This is an optimization exercise on Yosys and OpenROAD, whose aim is small area, a short achievable clock period and few clock cycles per item, not a production implementation. Function was checked by simulation only, so behaviour that the tests miss may differ from the original. No activity file was given, so power comes from the tool's default toggle rates.

`flow/design.v`:
```
module fp_mul_pp (
    input  wire [31:0] a,
    input  wire [31:0] b,
    output wire [71:0] prod,
    output wire [26:0] ctl
);
    wire        sa = a[31];
    wire        sb = b[31];
    wire [7:0]  ea = a[30:23];
    wire [7:0]  eb = b[30:23];
    wire [22:0] fa = a[22:0];
    wire [22:0] fb = b[22:0];
    wire a_e0 = (ea == 8'h00);
    wire b_e0 = (eb == 8'h00);
    wire a_e1 = (ea == 8'hFF);
    wire b_e1 = (eb == 8'hFF);
    wire a_f0 = (fa == 23'd0);
    wire b_f0 = (fb == 23'd0);
    wire a_nan  = a_e1 & ~a_f0;
    wire b_nan  = b_e1 & ~b_f0;
    wire a_inf  = a_e1 & a_f0;
    wire b_inf  = b_e1 & b_f0;
    wire a_zero = a_e0 & a_f0;
    wire b_zero = b_e0 & b_f0;
    wire s = sa ^ sb;
    wire [23:0] ma = {~a_e0, fa};
    wire [23:0] mb = {~b_e0, fb};
    wire [35:0] p_lo = ma * mb[11:0];
    wire [35:0] p_hi = ma * mb[23:12];
    assign prod = {p_hi, p_lo};
    wire sp_nan  = a_nan | b_nan | (a_inf & b_zero) | (a_zero & b_inf);
    wire sp_inf  = a_inf | b_inf;
    wire sp_zero = a_zero | b_zero | (a_e0 & b_e0);
    wire sp      = sp_nan | sp_inf | sp_zero;
    wire [1:0] sp_kind = sp_nan ? 2'd2 : sp_inf ? 2'd1 : 2'd0;
    wire [22:0] fsub = a_e0 ? fa : fb;
    reg  [4:0]  lz;
    integer i;
    always @* begin
        lz = 5'd23;
        for (i = 0; i < 23; i = i + 1)
            if (fsub[i]) lz = 5'd22 - i[4:0];
        lz = lz + 5'd1;
        if (!(a_e0 | b_e0)) lz = 5'd0;
    end
    wire signed [9:0] e0 = $signed({2'b0, a_e0 ? 8'd1 : ea}) + $signed({2'b0, b_e0 ? 8'd1 : eb}) - 10'sd127;
    wire signed [9:0] eb_n = e0 - $signed({5'd0, lz});
    wire nrm   = (eb_n >= 10'sd1);             
    wire rmode = ~nrm & (e0 < 10'sd1);         
    wire [9:0] rsh_full = 10'sd1 - e0;
    wire [5:0] rsh = (rsh_full > 10'd48) ? 6'd48 : rsh_full[5:0];
    wire [4:0] lsh = nrm ? lz : (rmode ? 5'd0 : e0[4:0] - 5'd1);
    wire ovf_hi  = nrm & (eb_n > 10'sd254);
    wire ovf_254 = nrm & (eb_n == 10'sd254);
    assign ctl = {s, sp, sp_kind, nrm, rmode, rsh, lsh, ovf_hi, ovf_254, eb_n[7:0]};
endmodule
module fp_mul_rnd (
    input  wire [71:0] pp,
    input  wire [26:0] ctl,
    output wire [31:0] y
);
    wire       s       = ctl[26];
    wire       sp      = ctl[25];
    wire [1:0] sp_kind = ctl[24:23];
    wire       nrm     = ctl[22];
    wire       rmode   = ctl[21];
    wire [5:0] rsh     = ctl[20:15];
    wire [4:0] lsh     = ctl[14:10];
    wire       ovf_hi  = ctl[9];
    wire       ovf_254 = ctl[8];
    wire [7:0] ebn     = ctl[7:0];
    wire [47:0] prod = {pp[71:36], 12'd0} + {12'd0, pp[35:0]};
    wire [47:0] ql = prod << lsh;
    wire [47:0] qr = prod >> rsh;
    wire        rst_bits = rmode & ((qr << rsh) != prod);
    wire [47:0] q  = rmode ? qr : ql;
    wire        top   = q[47];
    wire [22:0] mant  = top ? q[46:24] : q[45:23];
    wire        guard = top ? q[23] : q[22];
    wire        stk   = (top ? (|q[22:0]) : (|q[21:0])) | rst_bits;
    wire [7:0]  ef    = nrm ? (ebn + {7'd0, top}) : {7'd0, q[46]};
    wire [30:0] pk    = {ef, mant} + {30'd0, guard & (stk | mant[0])};
    wire        ovf   = ovf_hi | (ovf_254 & top);
    assign y = sp ? (sp_kind == 2'd2 ? 32'h7FC00000 : sp_kind == 2'd1 ? {s, 8'hFF, 23'd0} : {s, 31'd0})
             : ovf ? {s, 8'hFF, 23'd0} : {s, pk};
endmodule
module fp_add_al (
    input  wire [31:0] a,
    input  wire [31:0] b,
    output wire [68:0] mid
);
    wire        sa = a[31];
    wire        sb = b[31];
    wire        a_e0 = (a[30:23] == 8'h00);
    wire        b_e0 = (b[30:23] == 8'h00);
    wire        a_e1 = (a[30:23] == 8'hFF);
    wire        b_e1 = (b[30:23] == 8'hFF);
    wire        a_f0 = (a[22:0] == 23'd0);
    wire        b_f0 = (b[22:0] == 23'd0);
    wire        a_nan = a_e1 & ~a_f0;
    wire        b_nan = b_e1 & ~b_f0;
    wire        a_inf = a_e1 & a_f0;
    wire        b_inf = b_e1 & b_f0;
    wire [7:0]  ea = {a[30:24], a[23] | a_e0};
    wire [7:0]  eb = {b[30:24], b[23] | b_e0};
    wire [23:0] ma = {~a_e0, a[22:0]};
    wire [23:0] mb = {~b_e0, b[22:0]};
    wire [8:0]  dab = {1'b0, ea} - {1'b0, eb};
    wire [7:0]  dba = eb - ea;
    wire        eswap = dab[8];                  
    wire        eq    = (ea == eb);
    wire        mgt   = (mb > ma);
    wire [7:0]  d     = eswap ? dba : dab[7:0];
    reg  [4:0]  tza, tzb;
    integer i;
    always @* begin
        tza = 5'd24;
        tzb = 5'd24;
        for (i = 23; i >= 0; i = i - 1) begin
            if (ma[i]) tza = i[4:0];
            if (mb[i]) tzb = i[4:0];
        end
    end
    wire [23:0] mbig = eswap ? mb : ma;
    wire [23:0] msml = eswap ? ma : mb;
    wire [4:0]  tzs  = eswap ? tza : tzb;
    wire        nz_s = eswap ? ~(a_e0 & a_f0) : ~(b_e0 & b_f0);
    wire [26:0] msh  = (d >= 8'd27) ? 27'd0 : ({msml, 3'b000} >> d[4:0]);
    wire        lost = nz_s & ({3'd0, tzs} + 8'd3 < d);
    wire [26:0] sml  = {msh[26:1], msh[0] | lost};
    wire [26:0] big  = {mbig, 3'b000};
    wire        sw2  = eq & mgt;
    wire [26:0] opl  = sw2 ? sml : big;
    wire [26:0] ops  = sw2 ? big : sml;
    wire        sub = sa ^ sb;
    wire [27:0] sum = {1'b0, opl} + ({1'b0, ops} ^ {28{sub}}) + {27'd0, sub};
    wire        swap = eswap | sw2;
    wire        sl   = swap ? sb : sa;
    wire [7:0]  el   = eswap ? eb : ea;
    wire [26:0] mark = (el > 8'd27) ? 27'd0 : (27'd1 << (8'd27 - el));
    wire sp_nan = a_nan | b_nan | (a_inf & b_inf & (sa ^ sb));
    wire sp_inf = a_inf | b_inf;
    wire sp_sgn = a_inf ? sa : sb;
    assign mid = {sp_nan, sp_inf, sp_sgn, sa & sb, sl, (el == 8'd254), el, mark, sum};
endmodule
module fp_add_nr (
    input  wire [68:0] mid,
    output wire [31:0] y
);
    wire        sp_nan = mid[68];
    wire        sp_inf = mid[67];
    wire        sp_sgn = mid[66];
    wire        zsgn   = mid[65];
    wire        sl     = mid[64];
    wire        el254  = mid[63];
    wire [7:0]  el     = mid[62:55];
    wire [26:0] mark   = mid[54:28];
    wire [27:0] sum    = mid[27:0];
    wire [26:0] lzv = sum[26:0] | mark;
    reg  [4:0]  lz;
    integer i;
    always @* begin
        lz = 5'd0;
        for (i = 0; i < 27; i = i + 1)
            if (lzv[i]) lz = 5'd26 - i[4:0];
    end
    wire [26:0] nl = sum[26:0] << lz;
    wire        co    = sum[27];
    wire [22:0] mant  = co ? sum[26:4] : nl[25:3];
    wire        guard = co ? sum[3] : nl[2];
    wire        stk   = co ? (|sum[2:0]) : (|nl[1:0]);
    wire [7:0]  ef    = co ? el + 8'd1 : (nl[26] ? el - {3'd0, lz} : 8'd0);
    wire [30:0] pk    = {ef, mant} + {30'd0, guard & (stk | mant[0])};
    assign y = sp_nan ? 32'h7FC00000 :
               sp_inf ? {sp_sgn, 8'hFF, 23'd0} :
               (sum == 28'd0) ? {zsgn, 31'd0} :
               (co & el254) ? {sl, 8'hFF, 23'd0} :
               {sl, pk};
endmodule
module tilt_eq (
    input  wire        clk,
    input  wire        rst,           
    input  wire        cfg_we,
    input  wire [3:0]  cfg_addr,
    input  wire [31:0] cfg_wdata,
    input  wire        prep,          
    input  wire        in_valid,
    output wire        in_ready,
    input  wire        in_ch,
    input  wire [31:0] in_data,
    output reg         out_valid,
    output reg         out_ch,
    output reg  [31:0] out_data,
    output reg         idle
);
    localparam [31:0] ONE = 32'h3F800000;
    function automatic [3:0] corder(input integer p);
        case (p % 10)
            0: corder = 4'd9;  1: corder = 4'd1;  2: corder = 4'd3;  3: corder = 4'd5;
            4: corder = 4'd2;  5: corder = 4'd4;  6: corder = 4'd6;  7: corder = 4'd8;
            8: corder = 4'd0;  default: corder = 4'd7;
        endcase
    endfunction
    integer i, j;
    reg  [9:0]  ph;
    reg         cfg_we_r, prep_r, clr_r;
    reg  [3:0]  cfg_addr_r;
    reg  [31:0] cfg_wdata_r;
    always @(posedge clk) begin
        if (rst) ph <= 10'b0001000000;        
        else     ph <= {ph[8:0], ph[9]};
        cfg_we_r    <= cfg_we & ~rst & (cfg_addr < 4'd10);
        cfg_addr_r  <= cfg_addr;
        cfg_wdata_r <= cfg_wdata;
        prep_r      <= prep & ~rst;
        clr_r       <= rst | prep;
    end
    assign in_ready = ph[6];
    reg [31:0] cr [0:9];
    reg [9:0]  cwe;       
    reg [9:0]  cone;      
    always @* begin
        for (j = 0; j < 10; j = j + 1) begin
            cwe[j]  = 1'b0;
            cone[j] = 1'b0;
            for (i = 0; i < 10; i = i + 1) begin
                if (ph[i] && corder(i + 1 + j) == cfg_addr_r) cwe[j] = 1'b1;
                if (ph[i] && (corder(i + 1 + j) == 4'd0 || corder(i + 1 + j) == 4'd5)) cone[j] = 1'b1;
            end
        end
    end
    always @(posedge clk) begin
        for (j = 0; j < 10; j = j + 1) begin
            if (clr_r)
                cr[j] <= cone[j] ? ONE : 32'd0;
            else if (cfg_we_r && cwe[j])
                cr[j] <= cfg_wdata_r;
            else
                cr[j] <= cr[(j + 1) % 10];
        end
    end
    reg  [31:0] x0;
    reg         vin, chin;        
    reg         va, cha;          
    reg         vb, chb;          
    reg  [1:0]  cnt;              
    wire acc  = in_valid & ph[6] & ~rst;
    wire outn = vb & ph[2];       
    always @(posedge clk) begin
        if (ph[6]) x0 <= in_data;
        if (rst) begin
            vin <= 1'b0; va <= 1'b0; vb <= 1'b0;
            out_valid <= 1'b0;
            cnt  <= 2'd0;
            idle <= 1'b1;
        end else begin
            if (ph[6]) begin vin <= in_valid; chin <= in_ch; end
            if (ph[7]) begin va <= vin; cha <= chin; end
            if (ph[2]) begin vb <= va; chb <= cha; end
            out_valid <= outn;
            cnt  <= cnt + {1'b0, acc} - {1'b0, outn};
            idle <= ~acc & (cnt == {1'b0, outn});
        end
    end
    reg  [31:0] y0, y1;
    reg         msx, msy0, msy1;      
    always @(posedge clk) begin
        msx  <= ph[0] | ph[3] | ph[7];
        msy1 <= ph[9] | ph[6];
        msy0 <= ~(ph[0] | ph[3] | ph[7] | ph[9] | ph[6]);
    end
    wire [31:0] mdat = ({32{msx}} & x0) | ({32{msy0}} & y0) | ({32{msy1}} & y1);
    wire [71:0] m_pp;
    wire [26:0] m_ctl;
    reg  [71:0] m_pp_r;
    reg  [26:0] m_ctl_r;
    wire [31:0] m_y;
    reg  [31:0] mr, mr1;
    fp_mul_pp u_mpp (.a(mdat), .b(cr[0]), .prod(m_pp), .ctl(m_ctl));
    fp_mul_rnd u_mrn (.pp(m_pp_r), .ctl(m_ctl_r), .y(m_y));
    always @(posedge clk) begin
        m_pp_r  <= m_pp;
        m_ctl_r <= m_ctl;
        mr      <= m_y;
        mr1     <= mr;
    end
    reg [31:0] hist [0:7];
    reg  [31:0] ar;
    reg  [31:0] hr;                   
    reg         ash, asa, ang;        
    always @(posedge clk) begin
        case (1'b1)
            ph[9]:   hr <= hist[{cha, 2'b00}];
            ph[0]:   hr <= hist[{chb, 2'b11}];
            ph[4]:   hr <= hist[{chb, 2'b10}];
            default: hr <= hist[{cha, 2'b01}];
        endcase
        ash <= ph[9] | ph[0] | ph[4] | ph[5];
        asa <= ph[0] | ph[5];
        ang <= ph[1] | ph[3] | ph[6] | ph[8];
    end
    wire [31:0] ax = ash ? hr : mr1;
    wire [31:0] ayv = asa ? ar : mr;
    wire [31:0] ay = {ayv[31] ^ ang, ayv[30:0]};
    wire [68:0] a_mid;
    reg  [68:0] a_mid_r;
    wire [31:0] a_y;
    reg  [7:0]  a_wh;         
    reg         a_wy0, a_wy1;
    fp_add_al u_aal (.a(ax), .b(ay), .mid(a_mid));
    fp_add_nr u_anr (.mid(a_mid_r), .y(a_y));
    always @(posedge clk) begin
        a_mid_r <= a_mid;
        a_wy0   <= ph[0];
        a_wy1   <= ph[5];
        for (i = 0; i < 8; i = i + 1)
            a_wh[i] <= ~rst & (
                (ph[1] & vb & (i == {chb, 2'b10})) |
                (ph[2] & vb & (i == {chb, 2'b11})) |
                (ph[6] & va & (i == {cha, 2'b00})) |
                (ph[7] & va & (i == {cha, 2'b01})));
        ar <= a_y;
        if (a_wy0) y0 <= a_y;
        if (a_wy1) y1 <= a_y;
        for (i = 0; i < 8; i = i + 1)
            if (clr_r)        hist[i] <= 32'd0;
            else if (a_wh[i]) hist[i] <= a_y;
    end
    always @(posedge clk) begin
        if (ph[2]) begin
            out_data <= y1;
            out_ch   <= chb;
        end
    end
endmodule
```
`flow/flow/run.sh`:
```
#!/bin/bash
# Layout: the standard flow (standard.sh) on every step, with ORFS's
# timing repair asked to reach further than the clock period requires
# (repair_timing's setup margin). The clock, the SDC and every other setting
# stay as the standard flow has them. make's full output goes to
# flow_make.log in this folder; each ORFS step also keeps its own log under
# orfs/logs/.
set -euo pipefail
MARGIN=$(cat flow/margin.txt)
bash standard.sh SETUP_SLACK_MARGIN="$MARGIN" finish > flow_make.log 2>&1
```
`flow/flow/margin.txt`:
```
14
```
`flow/standard.sh`:
```
#!/bin/bash
# synth_recipe.tcl (not shown) runs the flow's synth.tcl, then flattens the netlist and writes it again
# the make line also repeats each setting of config.mk as NAME=value (left out here)
make -C /OpenROAD-flow-scripts/flow DESIGN_CONFIG=/design/flow/config.mk WORK_HOME=/design/flow/orfs CLKGATE_MAP_FILE= SYNTH_SCRIPT=/design/flow/synth_recipe.tcl "${@:-finish}"
```
`flow/config.mk`:
```
export PLATFORM = sky130hd
export DESIGN_NAME = tilt_eq
export DESIGN_NICKNAME = tilt_eq
export VERILOG_FILES = /design/flow/design.v
export SDC_FILE = /design/flow/constraint.sdc
export NUM_CORES = 4
export LEC_CHECK = 0
export CAP_MARGIN = 20
export CORE_MARGIN = 2
export CORE_UTILIZATION = 40
export SLEW_MARGIN = 20
```
`flow/constraint.sdc`:
```
create_clock -name core_clock -period 22.0 [get_ports {clk}]
set_input_delay 4.4000 -clock core_clock [delete_from_list [all_inputs] [get_ports {clk}]]
set_output_delay 4.4000 -clock core_clock [all_outputs]
set_load 0.01 [all_outputs]
```
==> results.txt <==
initial antenna violation count=22; Synth Flop Type=dfxtp_1; Register Area=22900 sq um; warnings from Yosys=8; CTS Buffer Depth=3; area occupied by multi-input gates=around 53000 sq um; pin slew with the least headroom to its limit=1290 ps; vias in the first global route=roughly 70k; Leakage=~0.036 uW; cell taking the most area after synthesis=dfxtp_1; routed wire length per instance=approximately 28 um; P per Cell Area=around 120 nW/um^2; antenna-violating nets left=0; delay-heaviest family, CP=compound AO/OA/AOI/OAI gates; slew margin rel.=0.132; total gr overflow=0; final hold vios=0; Clock Skew=between 70 and 80 ps; layout cells sized above 1=0.104; Syn Inst Count=between 9k and 10k; fillers=approximately 19k; die width=approximately 450 um; Setup violations, final=0; first-pass GRT wire length=477 mm; VDD IR max=~0.00013 V; drt first-iter violations=between 9k and 10k; Tcrit/Tclk final=0.362; Total Power=10800 uW; status=timing/DRC/antenna clean; Clock Pin Slew Worst Setup and Hold Paths=roughly 70 ps; WP buf/inv=1; vias per std cell=about 6.3; Starting Density=0.403; Startpoint Class=flip-flop; GP Congestion=between 1 and 1.5; Place WS=approximately 12000 ps; syn_area_per_cell=around 8.7 sq um; Ports=110; Setup WS post-layout=between 10000 and 15000 ps; IO buf count=~110; Post-synth EDFFs=about 130; die height=around 450 um; worst-skew pair later-pin latency=just under 800 ps; DR WL met2=roughly 140 mm; fmax=126 MHz; worst hold slack=around 360 ps; Area contributors post-synth=dfxtp_1, fa_1, mux2i_1; Vias=roughly 74k; WS Path Type=reg -> reg; largest net degree at the start of global routing=247; max incr delay on CP=roughly 1000 ps; H-tree depth=3; routed wire length=about 330 mm; HPWL after DPL=approximately 240 mm; all-layer global routing usage=0.309; CP Cell Sequence=ha_1 -> a21oi_1 -> o221ai_1 -> a221oi_4 -> a211oi_2 -> xnor2_2 -> o22ai_1 -> buf_4 -> o311ai_0 -> nand2_1 -> a221oi_1 -> mux2i_1 -> a221oi_1 -> a221oi_1 -> o221a_2 -> o211ai_1 -> o41a_1; design area=between 80000 and 90000 sq um; Hold Path Class=reg -> reg; met3 routed WL=roughly 32 mm; post-synth net total=approximately 10k; M1 wire length=~130 mm; total negative slack=0 ps; final slew viol count=0; Rows=~160; RSZ-0062 raised after global routing=true; asr flop ratio synth=0; Root Buffer=clkbuf_16; Crit Path Max Fanout=13; slowest stage cell on the critical path=o311ai_0; synthesized area=~80000 sq um; cell mode on critical path=a221oi_1; area grow syn2layout=10.9%; Critical Path End Type=flip-flop; share of the synthesized area in the top cell type=0.235; Final #Nets=slightly below 10k; CTS tree=built; max layer used=met5; MaxCap Viol Count=0; sequential element share of the synthesized area=0.284; drt drc=0; clock period minus worst slack=approximately 8000 ps; die area=about 200000 sq um; Clock Sinks=approximately 1.1k; Worst Path Required=about 23000 ps; post-placement cell area=about 84000 sq um; core footprint=roughly 200000 sq um; FF+latch count, synth=~1.1k; cts bufs inserted=between 100 and 150; Critical Path AT=slightly below 9000 ps; Detailed Routing Iterations Pass 1=10; post-synth cell types=between 100 and 150
==> worst paths after layout <==
kind                                    startpoint                to  slack, ps  cells after the start
worst max-delay path            m_pp_r[55]$_DFF_P_  mr[0]$_SDFF_PP0_      14040                     17
worst min-delay path             mr[17]$_SDFF_PP0_   mr1[17]$_DFF_P_        360                      0
worst max register to register  m_pp_r[55]$_DFF_P_  mr[0]$_SDFF_PP0_      14040                     17
worst min register to register   mr[17]$_SDFF_PP0_   mr1[17]$_DFF_P_        360                      0
==> state kept, by name, summed over array words and instances (netlist names), 2 cells and up <==
signal	flops
a_mid_r	69
a_wh	8
ar	32
cfg_addr_r	4
cfg_wdata_r	32
cnt	2
cr	320
hist	256
hr	32
m_ctl_r	27
m_pp_r	72
mr	32
mr1	32
out_data	32
ph	10
x0	32
y0	32
y1	32
==> power by group <==
| group | internal [uW] | total, uW | switching (uW) | leakage, uW |
|---|---|---|---|---|
| logic | 2220 | 6380 | 4170 | 0.0255 |
| clock network | 1060 | 1900 | 832 | 0.00178 |
| registers | 2220 | 2480 | 253 | 0.00891 |
==> Yosys cell counts, types with 45 or more instances <==
master / number
dfxtp_1: 943
nor2_1: 930
nand2_1: 881
mux2i_1: 661
inv_1: 624
clkbuf_1: 557
fa_1: 447
a21oi_1: 394
o21ai_0: 376
ha_1: 274
a211oi_1: 227
nand3_1: 177
nor3_1: 156
and2_1: 151
xnor2_1: 142
edfxtp_1: 132
nand2b_1: 128
o22ai_1: 116
mux4_2: 115
buf_1: 112
mux2_2: 105
o211ai_1: 105
nor4_1: 85
xor2_1: 85
a22oi_1: 82
nor2b_1: 77
nand4_1: 76
and3_1: 62
a21o_1: 61
a311oi_1: 59
o32ai_1: 54
a31oi_1: 52
o21bai_1: 52
o21a_1: 49
o31ai_1: 47
or2_2: 47
or3_1: 45
==> layout by cell type, fill, tap and decap left out, drive strengths merged, types with 54 or more instances in the layout <==
cell,Yosys,final
nand2b,128,128
nand3,177,177
nor3,158,158
a211oi,230,230
buf,124,279
mux2i,661,661
mux4,115,115
xor2,85,85
a21oi,394,394
clkbuf,560,152
a311oi,59,59
edfxtp,132,132
o32ai,54,54
ha,274,274
o21ai,385,385
fa,447,447
nand4,76,76
inv,630,637
a22oi,83,83
nor2b,77,77
nor4,86,86
xnor2,142,142
nor2,931,931
clkdlybuf4s50,0,109
o211ai,105,105
dfxtp,943,943
and2,153,153
mux2,105,106
a21o,61,61
o22ai,116,116
nand2,881,883
and3,64,64
==> repair_timing <==
item / CTS / global route
setup buffers: 22 / 35
hold buffers: 0 / 0
pin swaps: 14 / 37
gates cloned: 10 / 2
gates resized for setup: 72 / 71
setup endpoints to repair: 44 / 45
==> layout make-up <==
| cell class | instances | area share |
|---|---|---|
| Multi-Input combinational cell | 6822 | 0.598 |
| Sequential cell | 1075 | 0.257 |
| Timing Repair Buffer | 395 | 0.0396 |
| Tap cell | 2656 | 0.0373 |
| Clock buffer | 150 | 0.0343 |
| Inverter | 634 | 0.0270 |
| Clock inverter | 47 | 0.00664 |
| Antenna cell | 10 | 0.000281 |
| Timing Repair inverter | 3 | 0.000169 |
==> through the flow <==
step / util / cells
floorplan: - / 9212
global placement: 0.421 / 11500
detailed placement: 0.421 / 11500
CTS: 0.443 / 11700
global route: 0.446 / 11800
finish: 0.446 / 11800
==> per-layer routing <==
layer,up-vias,global-route usage
met5,-,0
li1,32400,-
met3,948,0.0593
met2,4231,0.465
met4,2,0.178
met1,36400,0.412
==> kinds of logic (layout without fill, tap and decap cells) <==
family / count (synthesis) / in the layout / synth area share
simple gates: 2912 / 2914 / 0.168
other cells: 1 / 11 / 0.0000467
compound gates: 2077 / 2077 / 0.178
buf+inv: 1318 / 1229 / 0.0620
mux: 881 / 882 / 0.129
flops: 1075 / 1075 / 0.284
xor+xnor: 227 / 227 / 0.0247
fa+ha+maj: 721 / 721 / 0.154
Testbench counts, summed over its fixed seeds: cycles 66,634, items 6,601.

[re-timing with driven ports]
The flow's constraints put no driver on any port. The routed layout listed below was extracted and timed again, unchanged, in two steps. Step 1, drivers: a clkbuf_16 drives clk and a buf_2 each remaining input, both assumed. Step 2 times the ports against the registers' clock, not the clock port: input delays grow and output delays shrink by t, the midpoint of the rising clock arrivals with the driver on. a / b / c = no drivers / after step 1 / after step 2; a / b = the first two.
t (ns): 0.822
setup WS [ns]: 14.036 / 14.036 / 14.036
worst setup path after step 2: register to register
slew at the worst register clock pin (ns): 0.08 / 0.08
cell pins on the clock port's net: 1
After both steps this run still meets setup and hold. The setup slack of this run moves by 0.000 ns with the drivers and by 0.000 ns with both steps.
